Source: an optimization exercise on an open RTL-to-GDS flow (aim: small area, a short achievable clock period and few clock cycles per item). Production flows keep margins and buffers that such runs may drop. The RTL was checked by simulation tests, not by an equivalence proof against the original design. No activity file was given, so power comes from the tool's default toggle rates.

// bms_encoder
module bms_encoder (
    input  wire        clk,
    input  wire        rst,
    input  wire [7:0]  a_local,
    input  wire        req_valid,
    output wire        req_ready,
    input  wire [2:0]  req_kind,
    input  wire [31:0] req_x0,
    input  wire [31:0] req_x1,
    input  wire [31:0] req_x2,
    input  wire [31:0] req_x3,
    input  wire [31:0] req_x4,
    input  wire [7:0]  req_u0,
    input  wire [7:0]  req_u1,
    input  wire [55:0] req_bitmap,
    output reg         out_valid,
    input  wire        out_ready,
    output reg         out_err,
    output wire [7:0]  out_err_idx,
    output wire [31:0] out_id,
    output wire [63:0] out_data
);
clock: 12.0 ns
lec_check: 0
cap_margin: 20
core_margin: 2
core_utilization: 40
slew_margin: 20
standard.sh (not shown) runs the stock make flow with config.mk's settings and CLKGATE_MAP_FILE= SYNTH_SCRIPT=/design/flow/synth_recipe.tcl, a recipe that flattens the netlist after the stock synthesis.
==> flow/flow/run.sh <==
#!/bin/bash
# Standard layout, with plain buf_2 cells as the port buffers and timing
# repair aimed at a setup slack of 5 ns.
set -euo pipefail
export BUFFER_PORTS_ARGS="-buffer_cell sky130_fd_sc_hd__buf_2"
export SETUP_SLACK_MARGIN=5
bash standard.sh > standard.log 2>&1
Testbench counts at the start, summed over its fixed seeds: cycles 16,008, items 16,000.
==> next run, changes <==
==> flow/flow/run.sh (replaced) <==
#!/bin/bash
# Standard layout, with plain buf_2 cells as the port buffers and timing
# repair aimed at a setup slack of 7 ns.
set -euo pipefail
export BUFFER_PORTS_ARGS="-buffer_cell sky130_fd_sc_hd__buf_2"
export SETUP_SLACK_MARGIN=7
bash standard.sh > standard.log 2>&1
What happened: The new run completed with no timing, DRC or antenna violations; first-iteration DRC count increases by 2.2%; total power increases by 29%; cell count increases by 3.8%; via count increases by 4.7%.
==> next run, changes <==
==> flow/flow/run.sh (replaced) <==
#!/bin/bash
# Standard layout, with plain buf_2 cells as the port buffers and timing
# repair aimed at a setup slack of 5 ns.
set -euo pipefail
export BUFFER_PORTS_ARGS="-buffer_cell sky130_fd_sc_hd__buf_2"
export SETUP_SLACK_MARGIN=5
bash standard.sh > standard.log 2>&1
--- a/flow/config.mk
+++ b/flow/config.mk
@@ -8,4 +8,4 @@
 export CAP_MARGIN = 20
 export CORE_MARGIN = 2
-export CORE_UTILIZATION = 40
+export CORE_UTILIZATION = 60
 export SLEW_MARGIN = 20
Design area fell by 14%. Die area went down by 33%. Clock skew rises by 0.0047 ns. Wire length goes down by 12%. Non-clock buffer count falls by 101. Clock-buffer cell count is unchanged. Total power decreases by 21%. Worst hold slack degrades by 0.53 ns.

---

Another version of the RTL of bms_encoder (not shown whole).
Size: ~2000 cells after synthesis, about 16000 um2 of cells after synthesis.
// bms_encoder
module bms_encoder (
    input  wire        clk,
    input  wire        rst,
    input  wire [7:0]  a_local,
    input  wire        req_valid,
    output wire        req_ready,
    input  wire [2:0]  req_kind,
    input  wire [31:0] req_x0,
    input  wire [31:0] req_x1,
    input  wire [31:0] req_x2,
    input  wire [31:0] req_x3,
    input  wire [31:0] req_x4,
    input  wire [7:0]  req_u0,
    input  wire [7:0]  req_u1,
    input  wire [55:0] req_bitmap,
    output reg         out_valid,
    input  wire        out_ready,
    output reg         out_err,
    output wire [7:0]  out_err_idx,
    output wire [31:0] out_id,
    output wire [63:0] out_data
);
    wire k_va  = !req_kind[2] && !req_kind[0];           
    wire k_st  = req_kind == 3'd1;                       
    wire k_vc  = req_kind == 3'd3;                       
    wire k_tp  = req_kind == 3'd4;                       
    wire k_ch  = k_vc || k_tp;                           
    wire k_bal = req_kind == 3'd5;                       
    wire        h = req_kind[2];
    wire [15:0] lo0, lo1, lo2;
    wire [9:0]  hi0, hi1;
    wire        go0, go1, go2;
    wire        c0, c1, c2;
    bms_seg #(.W(42)) u_s0 (.x(req_x0), .h(h), .lo(lo0), .go(go0), .ca(c0), .hi(hi0));
    bms_seg #(.W(42)) u_s1 (.x(req_x1), .h(h), .lo(lo1), .go(go1), .ca(c1), .hi(hi1));
    wire [31:0] x2c = {{6{req_x2[25]}}, req_x2[25:0]};
    bms_seg #(.W(32)) u_s2 (.x(x2c), .h(!req_kind[0]), .lo(lo2), .go(go2), .ca(c2), .hi());
    wire [7:0] q2s, q3;
    bms_u8 u_q2s (.x(req_x2), .q(q2s));
    bms_u8 u_q3  (.x(req_x3), .q(q3));
  ...
Settings: LEC_CHECK=0, CAP_MARGIN=20, CORE_MARGIN=2, CORE_UTILIZATION=40, SLEW_MARGIN=20; clock period 12.0 ns.
==> flow/flow/run.sh <==
#!/bin/bash
# Standard layout, with plain buf_2 cells as the port buffers and timing
# repair aimed at a setup slack of 6.2 ns.
set -euo pipefail
export BUFFER_PORTS_ARGS="-buffer_cell sky130_fd_sc_hd__buf_2"
export SETUP_SLACK_MARGIN=6.2
bash standard.sh > standard.log 2>&1
Testbench counts at the start, summed over its fixed seeds: cycles 16,008, items 16,000.
Next try:
==> flow/flow/run.sh (replaced) <==
#!/bin/bash
# Standard layout, with plain buf_1 cells as the port buffers and timing
# repair aimed at a setup slack of 6.4 ns.
set -euo pipefail
export BUFFER_PORTS_ARGS="-buffer_cell sky130_fd_sc_hd__buf_1"
export SETUP_SLACK_MARGIN=6.4
bash standard.sh > standard.log 2>&1
--- a/flow/config.mk
+++ b/flow/config.mk
@@ -6,6 +6,7 @@
 export NUM_CORES = 4
 export LEC_CHECK = 0
-export CAP_MARGIN = 20
+export CAP_MARGIN = 10
 export CORE_MARGIN = 2
 export CORE_UTILIZATION = 40
-export SLEW_MARGIN = 20
+export CTS_BUF_LIST = sky130_fd_sc_hd__clkbuf_4 sky130_fd_sc_hd__clkbuf_8
+export SLEW_MARGIN = 10
Result: The changed run finished with timing, DRC and antenna clean. Setup slack gets better by 160 ps. Via count is about the same. Final area drops slightly. Maximum frequency increases by a few percent.

## what the ideal ports hide
Ports are ideal in the flow. The routed layouts listed here were re-timed in OpenROAD. Step 1 sets driving cells, clkbuf_16 on the clock port and buf_2 on the other inputs (assumed; they add their load-dependent delay and slew). Step 2 times the ports against the registers' clock, not the clock port: input delays grow and output delays shrink by t, the midpoint of the rising clock arrivals with the driver on. a / b / c = no drivers / after step 1 / after step 2; a / b = the first two.
run | t, ns | setup WS [ns] | worst setup path at the end
the first run of note 1 | 0.399 | 5.220 / 5.013 / 4.614 | input to register
the second run of note 1 | 0.402 | 5.398 / 5.212 / 4.810 | input to register
the third run of note 1 | 0.406 | 5.135 / 4.989 / 4.582 | input to register
the first run of note 2 | 0.393 | 6.285 / 6.095 / 5.702 | input to register
the second run of note 2 | 0.421 | 6.445 / 6.210 / 5.789 | input to register
After both steps every run listed still meets setup and hold. The setup slack of the second run of note 2, which loses most, moves by -0.235 ns with the drivers and by -0.656 ns with both steps.
